Source: an optimization exercise on an open RTL-to-GDS flow (aim: small area, a short achievable clock period and few clock cycles per item). Production flows keep margins and buffers that such runs may drop. Only simulation tests tie the RTL to the original design; equivalence was not proved.

## run 1
## cse_pixel
module cse_pixel (
    input  wire       clk,
    input  wire       rst,
    input  wire       in_valid,
    output wire       in_ready,
    input  wire [2:0] in_op,
    input  wire [7:0] in_a,
    input  wire [7:0] in_b,
    input  wire [7:0] in_c,
    input  wire [7:0] in_k,
    input  wire [7:0] in_shi,
    input  wire [7:0] in_vhi,
    output reg        out_valid,
    input  wire       out_ready,
    output reg  [7:0] out_a,
    output reg  [7:0] out_b,
    output reg  [7:0] out_c,
    output reg  [7:0] out_k
);
For scale: roughly 270 flip-flops, roughly 89 I/O pins, about 0.028 mm^2 of cells after synthesis.
Settings: LEC_CHECK=0, ABC_AREA=1, CAP_MARGIN=20, CORE_MARGIN=2, CORE_UTILIZATION=40, CTS_CLUSTER_DIAMETER=150, CTS_CLUSTER_SIZE=30, SLEW_MARGIN=20; clock period 95.0 ns.
run.sh (not shown) runs the stock make flow with config.mk's settings and CLKGATE_MAP_FILE= SYNTH_SCRIPT=/design/flow/synth_recipe.tcl, a recipe that flattens the netlist after the stock synthesis.
Run 1 ended with every stage complete and zero timing, DRC or antenna violations.
Testbench counts of run 1, summed over its fixed seeds: cycles 32,040, items 32,000.
> inputs changed (run 1 -> run 2)
# run 1
export LEC_CHECK = 0
export ABC_AREA = 1
export CAP_MARGIN = 20
export CORE_MARGIN = 2
export CORE_UTILIZATION = 40
export CTS_CLUSTER_DIAMETER = 150
export CTS_CLUSTER_SIZE = 30
export SLEW_MARGIN = 20
create_clock -name core_clock -period 95.0 [get_ports {clk}]
# run 2
export LEC_CHECK = 0
export ABC_AREA = 1
export CAP_MARGIN = 20
export CORE_MARGIN = 2
export CORE_UTILIZATION = 40
export CTS_CLUSTER_DIAMETER = 150
export CTS_CLUSTER_SIZE = 30
export SLEW_MARGIN = 20
export BUFFER_PORTS_ARGS = -buffer_cell sky130_fd_sc_hd__buf_2
create_clock -name core_clock -period 95.0 [get_ports {clk}]
==> flow/flow/run.sh (new file) <==
#!/bin/bash
# The standard layout, except that the buffers put on the input and
# output ports are buf_2 cells (the flow's default picks a delay buffer).
# Runs in the work folder; the make output goes to standard.log, and ORFS
# keeps each step's log under orfs/logs.
set -euo pipefail
echo 'export BUFFER_PORTS_ARGS = -buffer_cell sky130_fd_sc_hd__buf_2' >> config.mk
bash standard.sh > standard.log 2>&1
==> flow/standard.sh (new file) <==
#!/bin/bash
# synth_recipe.tcl (not shown) runs the flow's synth.tcl, then flattens the netlist and writes it again
# the make line also repeats each setting of config.mk as NAME=value (left out here)
make -C /OpenROAD-flow-scripts/flow DESIGN_CONFIG=/design/flow/config.mk WORK_HOME=/design/flow/orfs CLKGATE_MAP_FILE= SYNTH_SCRIPT=/design/flow/synth_recipe.tcl "${@:-finish}"
removed: flow/run.sh
Findings:
There was hardly any difference in slew of the pin with the lowest slew margin between run 2 and run 1. From run 1 to run 2, number of clock sinks did not move at all. Going from run 1 to run 2, pin count of the biggest net entering global routing rose 7; clock buffer count from CTS about even; final routed wirelength across all metal layers about even. Changes observed in run 2 relative to run 1: total of clock buffers placed in the layout rose 2; global-route usage fell 0.18 points; clock skew rose 5.1 ps.

* * *

## alpha
cse_pixel, a different RTL version from the one above (not shown whole).
Size: ~3,000 cells after synthesis, roughly 27,000 um2 of cells after synthesis.
==> flow/design.v (excerpt) <==
module cse_pixel (
    input  wire       clk,
    input  wire       rst,
    input  wire       in_valid,
    output wire       in_ready,
    input  wire [2:0] in_op,
    input  wire [7:0] in_a,
    input  wire [7:0] in_b,
    input  wire [7:0] in_c,
    input  wire [7:0] in_k,
    input  wire [7:0] in_shi,
    input  wire [7:0] in_vhi,
    output reg        out_valid,
    input  wire       out_ready,
    output reg  [7:0] out_a,
    output reg  [7:0] out_b,
    output reg  [7:0] out_c,
    output reg  [7:0] out_k
);
Settings: LEC_CHECK=0, ABC_AREA=1, CAP_MARGIN=20, CORE_MARGIN=2, CORE_UTILIZATION=40, CTS_CLUSTER_DIAMETER=150, CTS_CLUSTER_SIZE=24, SLEW_MARGIN=20, BUFFER_PORTS_ARGS=-buffer_cell sky130_fd_sc_hd__buf_2; clock period 95.0 ns.
standard.sh (not shown) runs the stock make flow with config.mk's settings and CLKGATE_MAP_FILE= SYNTH_SCRIPT=/design/flow/synth_recipe.tcl, a recipe that flattens the netlist after the stock synthesis.
==> flow/flow/run.sh <==
#!/bin/bash
# The standard layout, except that the buffers put on the input and
# output ports are buf_2 cells (the flow's default picks a delay buffer).
# Runs in the work folder; the make output goes to standard.log, and ORFS
# keeps each step's log under orfs/logs.
set -euo pipefail
echo 'export BUFFER_PORTS_ARGS = -buffer_cell sky130_fd_sc_hd__buf_2' >> config.mk
bash standard.sh > standard.log 2>&1
alpha has completed all stages; timing, DRC and antenna checks passed.
Testbench counts of alpha, summed over its fixed seeds: cycles 32,040, items 32,000.
Setup changes, alpha to beta
- a deleted BUFFER_PORTS_ARGS that had been -buffer_cell sky130_fd_sc_hd__buf_2
==> flow/run.sh (new file) <==
#!/bin/bash
# synth_recipe.tcl (not shown) runs the flow's synth.tcl, then flattens the netlist and writes it again
# the make line also repeats each setting of config.mk as NAME=value (left out here)
make -C /OpenROAD-flow-scripts/flow DESIGN_CONFIG=/design/flow/config.mk WORK_HOME=/design/flow/orfs CLKGATE_MAP_FILE= SYNTH_SCRIPT=/design/flow/synth_recipe.tcl finish
removed: flow/flow/run.sh
removed: flow/standard.sh
## What came out
- In the metrics for beta and alpha, the one carrying the higher share of post-route cells with drive strength above 1 is alpha.
- On beta: end-of-flow core utilization is 0.64 points higher than what alpha gave.

port drivers added, routing unchanged:
How much do the figures lean on ideal ports? The routed layouts below were timed once more, with nothing changed but the port constraints. Step 1 assumes that a clkbuf_16 drives the clock port and a buf_2 every other input. Step 2 also shifts input and output timing later by t, the mid clock arrival at the registers, as if the neighbouring blocks saw the same clock. a / b / c = no drivers / after step 1 / after step 2; a / b = the first two.
run | t (ns) | slack for setup (ns) | hold WS [ns] | worst register clock-pin slew, ns
run 1 | 0.564 | 74.513 / 74.458 / 74.504 | 0.431 / 0.431 / 0.431 | 0.12 / 0.12
run 2 | 0.568 | 74.930 / 74.870 / 74.851 | 0.428 / 0.428 / 0.428 | 0.12 / 0.12
alpha | 0.578 | 74.934 / 74.875 / 74.797 | 0.414 / 0.414 / 0.414 | 0.12 / 0.12
beta | 0.574 | 74.516 / 74.459 / 74.418 | 0.426 / 0.426 / 0.426 | 0.11 / 0.11
After both steps every run listed still meets setup and hold. The setup slack of alpha, which loses most, moves by -0.059 ns with the drivers and by -0.137 ns with both steps.
